Background: an optimization exercise with open tools, aiming at small area, a short achievable clock period and few clock cycles per item. Do not read the settings as production practice.
At most, simulation tests tie the RTL to the original design; equivalence was not proved.
No activity file was given, so power comes from the tool's default toggle rates.

## uecp_frame_dec
module uecp_frame_dec (
    input  wire       clk,
    input  wire       rst,
    input  wire       in_valid,
    output wire       in_ready,
    input  wire [7:0] in_data,
    input  wire       in_last,
    output reg        res_valid,
    input  wire       res_ready,
    output reg  [2:0] res_status,
    output wire [9:0] res_site,
    output wire [5:0] res_enc,
    output wire [7:0] res_seq,
    output wire [7:0] res_mel,
    output wire [7:0] res_nelem
);
Size in the first run: ~560 cells after synthesis, ~5100 µm² of cells after synthesis.
export LEC_CHECK = 0
export CAP_MARGIN = 20
export CORE_MARGIN = 2
export CORE_UTILIZATION = 40
export SETUP_SLACK_MARGIN = 1.8
export SLEW_MARGIN = 20
create_clock -name core_clock -period 3.5 [get_ports {clk}]
standard.sh (not shown) runs the stock make flow with config.mk's settings and CLKGATE_MAP_FILE= SYNTH_SCRIPT=/design/flow/synth_recipe.tcl, a recipe that flattens the netlist after the stock synthesis.
==> flow/flow/run.sh <==
#!/bin/bash
# Standard layout, with the I/O port buffers built from a small buffer cell
# instead of the delay cell buffer_ports picks on its own. Synthesis is the
# standard one (standard.sh synth), so the registers keep their names.
set -euo pipefail
bash standard.sh synth > synth.log 2>&1
bash standard.sh BUFFER_PORTS_ARGS="-buffer_cell sky130_fd_sc_hd__buf_2" finish > layout.log 2>&1
The baseline passed the timing, design-rule and antenna checks.
Testbench counts at the start, summed over its fixed seeds: cycles 39,609, frames 384.
==> next run, changes <==
--- a/flow/design.v
+++ b/flow/design.v
@@ -19,13 +19,13 @@
     localparam [2:0] ST_CRC     = 3'd2;
     localparam [2:0] ST_SHORT   = 3'd4;
     localparam [1:0] W_CODE  = 2'd0;   
     localparam [1:0] W_SKIPC = 2'd1;   
     localparam [1:0] W_SKIPL = 2'd2;   
     localparam [1:0] W_LEN   = 2'd3;   
-    function [6:0] lut;
+    function [7:0] lut;
         input [7:0] b;
         input       off;
         reg c01, c02, c03, c07, c0A, c13, c1A, c16, c0D, c19, c1C, c2D, c17;
         begin
             c01 = off ? (b == 8'h04) : (b == 8'h01);
             c02 = off ? (b == 8'h05) : (b == 8'h02);
@@ -37,13 +37,15 @@
             c16 = off ? (b == 8'h19) : (b == 8'h16);
             c0D = off ? (b == 8'h10) : (b == 8'h0D);
             c19 = off ? (b == 8'h1C) : (b == 8'h19);
             c1C = off ? (b == 8'h1F) : (b == 8'h1C);
             c2D = off ? (b == 8'h30) : (b == 8'h2D);
             c17 = off ? (b == 8'h1A) : (b == 8'h17);
-            lut[6] = c16 | c19 | c1C;
+            lut[7] = c16 | c19 | c1C;
+            lut[6] = c01 | c02 | c03 | c07 | c0A | c13 | c1A | c16 | c0D |
+                     c19 | c1C | c2D | c17;
             lut[5] = c2D | c17;
             lut[4] = c0A | c13 | c16;
             lut[3] = c02 | c0D;
             lut[2] = c01;
             lut[1] = c02 | c03 | c07 | c1A | c0A | c13;
             lut[0] = c03 | c07 | c1A | c16 | c19 | c1C;
@@ -63,13 +65,13 @@
         end
     endfunction
     reg        rdy;           
     reg        first;         
     reg        esc;           
     reg  [7:0] u_r;           
-    reg  [6:0] l_r;           
+    reg  [7:0] l_r;           
     reg        uz_r, u1_r;    
     reg        uv_r;          
     reg        end_r;         
     reg        endesc_r;      
     reg        rst_r;         
     reg        pend;          
@@ -103,14 +105,14 @@
         uz_r     <= esc ? (in_data == 8'h03) : (in_data == 8'h00);
         u1_r     <= esc ? (in_data == 8'h04) : (in_data == 8'h01);
         endesc_r <= esc;
     end
     wire u_go = uv_r;
     wire e_go = end_r;
-    wire       lskip1 = l_r[6];
-    wire       lv     = l_r[5] || l_r[3:0] != 4'd0;    
+    wire       lskip1 = l_r[7];
+    wire       lv     = l_r[6];
     wire       llen   = l_r[5];
     wire       lskipl = l_r[4];
     wire [3:0] lskip  = l_r[3:0];
     reg [15:0] crc;
     reg        crc_ok;        
     reg  [2:0] ph;            
=> Non-clock buffer count goes up by 13. Combinational power goes up by 23%. Total power goes down by 0.54%. Cell area goes up by 5.8%. Setup slack got worse by 0.18 ns. Wire length goes up by 3.7%. Synthesized area goes up by 0.69%.
Function not checked in the second run of this note: the RTL went through the layout flow alone.

* * *

## before
The RTL this note starts from:
==> flow/design.v <==
module uecp_frame_dec (
    input  wire       clk,
    input  wire       rst,
    input  wire       in_valid,
    output wire       in_ready,
    input  wire [7:0] in_data,
    input  wire       in_last,
    output reg        res_valid,
    input  wire       res_ready,
    output reg  [2:0] res_status,
    output wire [9:0] res_site,
    output wire [5:0] res_enc,
    output wire [7:0] res_seq,
    output wire [7:0] res_mel,
    output wire [7:0] res_nelem
);
    localparam [2:0] ST_OK      = 3'd0;
    localparam [2:0] ST_UNKNOWN = 3'd1;
    localparam [2:0] ST_CRC     = 3'd2;
    localparam [2:0] ST_SHORT   = 3'd4;
    localparam [1:0] W_CODE  = 2'd0;   
    localparam [1:0] W_SKIPC = 2'd1;   
    localparam [1:0] W_SKIPL = 2'd2;   
    localparam [1:0] W_LEN   = 2'd3;   
    function [7:0] lut;
        input [7:0] b;
        input       off;
        reg c01, c02, c03, c07, c0A, c13, c1A, c16, c0D, c19, c1C, c2D, c17;
        begin
            c01 = off ? (b == 8'h04) : (b == 8'h01);
            c02 = off ? (b == 8'h05) : (b == 8'h02);
            c03 = off ? (b == 8'h06) : (b == 8'h03);
            c07 = off ? (b == 8'h0A) : (b == 8'h07);
            c0A = off ? (b == 8'h0D) : (b == 8'h0A);
            c13 = off ? (b == 8'h16) : (b == 8'h13);
            c1A = off ? (b == 8'h1D) : (b == 8'h1A);
            c16 = off ? (b == 8'h19) : (b == 8'h16);
            c0D = off ? (b == 8'h10) : (b == 8'h0D);
            c19 = off ? (b == 8'h1C) : (b == 8'h19);
            c1C = off ? (b == 8'h1F) : (b == 8'h1C);
            c2D = off ? (b == 8'h30) : (b == 8'h2D);
            c17 = off ? (b == 8'h1A) : (b == 8'h17);
            lut[7] = c16 | c19 | c1C;
            lut[6] = c01 | c02 | c03 | c07 | c0A | c13 | c1A | c16 | c0D |
                     c19 | c1C | c2D | c17;
            lut[5] = c2D | c17;
            lut[4] = c0A | c13 | c16;
            lut[3] = c02 | c0D;
            lut[2] = c01;
            lut[1] = c02 | c03 | c07 | c1A | c0A | c13;
            lut[0] = c03 | c07 | c1A | c16 | c19 | c1C;
        end
    endfunction
    function [15:0] crc_step;
        input [15:0] a_in;
        input [7:0]  c;
        reg   [15:0] a;
        begin
            a = {a_in[7:0], a_in[15:8]};
            a = a ^ {8'h00, c};
            a = a ^ {12'h000, a[7:4]};
            a = a ^ {a[3:0], 12'h000};
            a = a ^ {3'b000, a[7:0], 5'b00000};
            crc_step = a;
        end
    endfunction
    reg        rdy;           
    reg        first;         
    reg        esc;           
    reg  [7:0] u_r;           
    reg  [7:0] l_r;           
    reg        uz_r, u1_r;    
    reg        uv_r;          
    reg        end_r;         
    reg        endesc_r;      
    reg        rst_r;         
    reg        u_go, e_go;    
    assign in_ready = rdy;
    wire accept = in_valid && rdy;
    wire mid    = !first && !in_last;
    always @(posedge clk) begin
        if (rst) begin
            first <= 1'b1;
            esc   <= 1'b0;
        end else if (accept) begin
            first <= in_last;
            esc   <= mid && !esc && (in_data == 8'hFD);
        end
    end
    always @(posedge clk)
        rst_r <= rst;
    wire uv_nx  = rdy ? (in_valid && mid && (esc || in_data != 8'hFD)) : uv_r;
    wire end_nx = rdy ? (in_valid && in_last) : end_r;
    wire rdy_nx;
    always @(posedge clk) begin
        if (rst) begin
            uv_r  <= 1'b0;
            end_r <= 1'b0;
            u_go  <= 1'b0;
            e_go  <= 1'b0;
        end else begin
            uv_r  <= uv_nx;
            end_r <= end_nx;
            u_go  <= rdy_nx && uv_nx;
            e_go  <= rdy_nx && end_nx;
        end
    end
    always @(posedge clk) begin
        if (rdy) begin
            u_r      <= esc ? (in_data + 8'hFD) : in_data;
            l_r      <= lut(in_data, esc);
            uz_r     <= esc ? (in_data == 8'h03) : (in_data == 8'h00);
            u1_r     <= esc ? (in_data == 8'h04) : (in_data == 8'h01);
            endesc_r <= esc;
        end
    end
    wire       lskip1 = l_r[7];
    wire       lv     = l_r[6];
    wire       llen   = l_r[5];
    wire       lskipl = l_r[4];
    wire [3:0] lskip  = l_r[3:0];
    reg [15:0] crc;
    reg        crc_ok;        
    reg  [2:0] ph;            
    reg        inb;           
    reg  [7:0] addr_hi, addr_lo, seq, mel, nelem;
    reg  [7:0] body_rem;
    reg  [1:0] wstate;
    reg        werr;
    reg  [7:0] skip;
    reg        skip1;         
    assign res_site  = {addr_hi, addr_lo[7:6]};
    assign res_enc   = addr_lo[5:0];
    assign res_seq   = seq;
    assign res_mel   = mel;
    assign res_nelem = nelem;
    reg [2:0] verdict;
    always @(*) begin
        if (endesc_r || ph < 3'd2)
            verdict = ST_SHORT;
        else if (!crc_ok)
            verdict = ST_CRC;
        else if (ph != 3'd6)
            verdict = ST_SHORT;
        else if (werr)
            verdict = ST_UNKNOWN;
        else if (wstate != W_CODE)
            verdict = ST_SHORT;
        else
            verdict = ST_OK;
    end
    wire ok  = !endesc_r && crc_ok && ph == 3'd6 && !werr && wstate == W_CODE;
    wire clr = e_go && !ok;
    wire res_valid_nx = (res_valid && !res_ready) || e_go;
    wire item_nx      = rdy ? (in_valid && (!first || in_last)) : 1'b1;
    assign rdy_nx     = !(item_nx && res_valid_nx);
    always @(posedge clk) begin
        if (rst) begin
            res_valid <= 1'b0;
            rdy       <= 1'b1;
        end else begin
            res_valid <= res_valid_nx;
            rdy       <= rdy_nx;
        end
    end
    always @(posedge clk)
        if (e_go)
            res_status <= verdict;
    wire [15:0] crc_nx = crc_step(crc, u_r);
    always @(posedge clk) begin
        if (rst_r || e_go) begin
            crc    <= 16'hFFFF;
            crc_ok <= 1'b0;
            ph     <= 3'd0;
            inb    <= 1'b0;
        end else if (u_go) begin
            crc    <= crc_nx;
            crc_ok <= (crc_nx == 16'h1D0F);
            if (!ph[2] || (ph == 3'd4 && !inb) || ph == 3'd5)
                ph <= ph + 3'd1;
            if (ph == 3'd3)
                inb <= !uz_r;
            else if (inb && body_rem == 8'd1)
                inb <= 1'b0;
        end
    end
    always @(posedge clk) begin
        if (u_go) begin
            if (ph == 3'd3)
                body_rem <= u_r;
            else
                body_rem <= body_rem - 8'd1;
        end
    end
    always @(posedge clk) begin
        if (clr) begin
            addr_hi <= 8'd0;
            addr_lo <= 8'd0;
            seq     <= 8'd0;
            mel     <= 8'd0;
        end else if (u_go && !ph[2]) begin
            addr_hi <= addr_lo;
            addr_lo <= seq;
            seq     <= mel;
            mel     <= u_r;
        end
    end
    wire b_go = u_go && inb && !werr;
    always @(posedge clk) begin
        if (clr || (u_go && ph == 3'd3))
            nelem <= 8'd0;
        else if (b_go && wstate == W_CODE && lv)
            nelem <= nelem + 8'd1;
    end
    always @(posedge clk) begin
        if (rst_r || e_go) begin
            wstate <= W_CODE;
            werr   <= 1'b0;
        end else if (b_go) begin
            case (wstate)
                W_CODE: begin
                    if (!lv)
                        werr <= 1'b1;
                    else if (llen)
                        wstate <= W_LEN;
                    else
                        wstate <= lskipl ? W_SKIPL : W_SKIPC;
                end
                W_SKIPC, W_SKIPL: begin
                    if (skip1)
                        wstate <= (wstate == W_SKIPL) ? W_LEN : W_CODE;
                end
                W_LEN: begin
                    if (!uz_r)
                        wstate <= W_SKIPC;
                    else
                        wstate <= W_CODE;
                end
            endcase
        end
    end
    always @(posedge clk) begin
        if (b_go) begin
            case (wstate)
                W_CODE:  begin skip <= {4'd0, lskip}; skip1 <= lskip1;         end
                W_LEN:   begin skip <= u_r;           skip1 <= u1_r;           end
                default: begin skip <= skip - 8'd1;   skip1 <= (skip == 8'd2); end
            endcase
        end
    end
endmodule
==> flow/config.mk <==
export PLATFORM = sky130hd
export DESIGN_NAME = uecp_frame_dec
export DESIGN_NICKNAME = uecp_frame_dec
export VERILOG_FILES = /design/flow/design.v
export SDC_FILE = /design/flow/constraint.sdc
export NUM_CORES = 4
export LEC_CHECK = 0
export CAP_MARGIN = 20
export CORE_MARGIN = 2
export CORE_UTILIZATION = 40
export SETUP_SLACK_MARGIN = 1.8
export SLEW_MARGIN = 20
==> flow/constraint.sdc <==
create_clock -name core_clock -period 3.5 [get_ports {clk}]
set_input_delay 0.7000 -clock core_clock [delete_from_list [all_inputs] [get_ports {clk}]]
set_output_delay 0.7000 -clock core_clock [all_outputs]
set_load 0.01 [all_outputs]
==> flow/flow/run.sh <==
#!/bin/bash
# Standard layout with two changes: the I/O port buffers are built from a
# small buffer cell (instead of the delay cell buffer_ports picks on its own),
# and clock tree synthesis inserts no dummy loads. Synthesis is the standard
# one (standard.sh synth), so the registers keep their names.
set -euo pipefail
bash standard.sh synth > synth.log 2>&1
bash standard.sh \
  BUFFER_PORTS_ARGS="-buffer_cell sky130_fd_sc_hd__buf_2" \
  CTS_ARGS="-sink_clustering_enable -repair_clock_nets -dont_use_dummy_load" \
  finish > layout.log 2>&1
Testbench counts of before, summed over its fixed seeds: cycles 39,233, frames 384.
Modified inputs, after compared to before
--- a/flow/design.v
+++ b/flow/design.v
@@ -22,7 +22,7 @@
     localparam [1:0] W_SKIPC = 2'd1;   
     localparam [1:0] W_SKIPL = 2'd2;   
     localparam [1:0] W_LEN   = 2'd3;   
-    function [7:0] lut;
+    function [2:0] lut;
         input [7:0] b;
         input       off;
         reg c01, c02, c03, c07, c0A, c13, c1A, c16, c0D, c19, c1C, c2D, c17;
@@ -40,15 +40,21 @@
             c1C = off ? (b == 8'h1F) : (b == 8'h1C);
             c2D = off ? (b == 8'h30) : (b == 8'h2D);
             c17 = off ? (b == 8'h1A) : (b == 8'h17);
-            lut[7] = c16 | c19 | c1C;
-            lut[6] = c01 | c02 | c03 | c07 | c0A | c13 | c1A | c16 | c0D |
+            lut[2] = c01 | c02 | c03 | c07 | c0A | c13 | c1A | c16 | c0D |
                      c19 | c1C | c2D | c17;
-            lut[5] = c2D | c17;
-            lut[4] = c0A | c13 | c16;
-            lut[3] = c02 | c0D;
-            lut[2] = c01;
-            lut[1] = c02 | c03 | c07 | c1A | c0A | c13;
-            lut[0] = c03 | c07 | c1A | c16 | c19 | c1C;
+            lut[1] = c2D | c17;
+            lut[0] = c0A | c13 | c16;
+        end
+    endfunction
+    function [3:0] lskip_of;
+        input [7:0] b;
+        begin
+            lskip_of = {b == 8'h02 || b == 8'h0D,
+                        b == 8'h01,
+                        b == 8'h02 || b == 8'h03 || b == 8'h07 || b == 8'h1A ||
+                        b == 8'h0A || b == 8'h13,
+                        b == 8'h03 || b == 8'h07 || b == 8'h1A || b == 8'h16 ||
+                        b == 8'h19 || b == 8'h1C};
         end
     endfunction
     function [15:0] crc_step;
@@ -68,11 +74,10 @@
     reg        first;         
     reg        esc;           
     reg  [7:0] u_r;           
-    reg  [7:0] l_r;           
-    reg        uz_r, u1_r;    
+    reg  [2:0] l_r;           
+    reg        uz_r;          
     reg        uv_r;          
     reg        end_r;         
-    reg        endesc_r;      
     reg        rst_r;         
     reg        u_go, e_go;    
     assign in_ready = rdy;
@@ -84,7 +89,8 @@
             esc   <= 1'b0;
         end else if (accept) begin
             first <= in_last;
-            esc   <= mid && !esc && (in_data == 8'hFD);
+            if (!in_last)
+                esc <= !first && !esc && (in_data == 8'hFD);
         end
     end
     always @(posedge clk)
@@ -110,15 +116,12 @@
             u_r      <= esc ? (in_data + 8'hFD) : in_data;
             l_r      <= lut(in_data, esc);
             uz_r     <= esc ? (in_data == 8'h03) : (in_data == 8'h00);
-            u1_r     <= esc ? (in_data == 8'h04) : (in_data == 8'h01);
-            endesc_r <= esc;
-        end
-    end
-    wire       lskip1 = l_r[7];
-    wire       lv     = l_r[6];
-    wire       llen   = l_r[5];
-    wire       lskipl = l_r[4];
-    wire [3:0] lskip  = l_r[3:0];
+        end
+    end
+    wire       lv     = l_r[2];
+    wire       llen   = l_r[1];
+    wire       lskipl = l_r[0];
+    wire [3:0] lskip  = lskip_of(u_r);
     reg [15:0] crc;
     reg        crc_ok;        
     reg  [2:0] ph;            
@@ -136,7 +139,7 @@
     assign res_nelem = nelem;
     reg [2:0] verdict;
     always @(*) begin
-        if (endesc_r || ph < 3'd2)
+        if (esc || ph < 3'd2)
             verdict = ST_SHORT;
         else if (!crc_ok)
             verdict = ST_CRC;
@@ -149,7 +152,7 @@
         else
             verdict = ST_OK;
     end
-    wire ok  = !endesc_r && crc_ok && ph == 3'd6 && !werr && wstate == W_CODE;
+    wire ok  = !esc && crc_ok && ph == 3'd6 && !werr && wstate == W_CODE;
     wire clr = e_go && !ok;
     wire res_valid_nx = (res_valid && !res_ready) || e_go;
     wire item_nx      = rdy ? (in_valid && (!first || in_last)) : 1'b1;
@@ -242,8 +245,8 @@
     always @(posedge clk) begin
         if (b_go) begin
             case (wstate)
-                W_CODE:  begin skip <= {4'd0, lskip}; skip1 <= lskip1;         end
-                W_LEN:   begin skip <= u_r;           skip1 <= u1_r;           end
+                W_CODE:  begin skip <= {4'd0, lskip}; skip1 <= (lskip == 4'd1);       end
+                W_LEN:   begin skip <= u_r;           skip1 <= (u_r == 8'd1);       end
                 default: begin skip <= skip - 8'd1;   skip1 <= (skip == 8'd2); end
             endcase
         end
--- outcome ---
Compared with before, after shows gate count of the mapped netlist higher by 2.1%.
~same clock skew in after and before
Taking before as the reference, in after worst setup slack before clock tree synthesis went down 85 ps, HPWL after detailed placement now larger.
In the reports for after and before, the smaller non-clock buffer count belongs to before.
The RTL of after was laid out without a check of its function.

## re-timing with driven ports
No port has a modelled driver above. Below, the same layouts with a new extraction and two added sets of constraints.
Step 1 assumes that a clkbuf_16 drives the clock port and a buf_2 every other input.
Step 2 moves the port delays by t, midway between the first and last clock arrival at a register: inputs arrive t later, outputs are due t later. That takes back most of the time a late clock gives input paths.
Three values: ideal ports, drivers, drivers and shift; two values: the first two.
| run | shift t [ns] | setup WS [ns] | hold WS [ns] | slew at the worst register clock pin (ns) |
|---|---|---|---|---|
| the first run of note 1 | 0.379 | 1.878 / 1.839 / 1.532 | 0.453 / 0.453 / 0.453 | 0.07 / 0.07 |
| the second run of note 1 | 0.380 | 1.694 / 1.673 / 1.293 | 0.451 / 0.451 / 0.451 | 0.08 / 0.08 |
| before | 0.382 | 1.840 / 1.802 / 1.451 | 0.451 / 0.451 / 0.451 | 0.08 / 0.08 |
| after | 0.373 | 1.706 / 1.687 / 1.314 | 0.459 / 0.459 / 0.459 | 0.07 / 0.07 |
After both steps setup and hold are still met in every run listed. For the second run of note 1, which loses most, drivers alone change the setup slack by -0.021 ns; drivers and shift together by -0.401 ns.
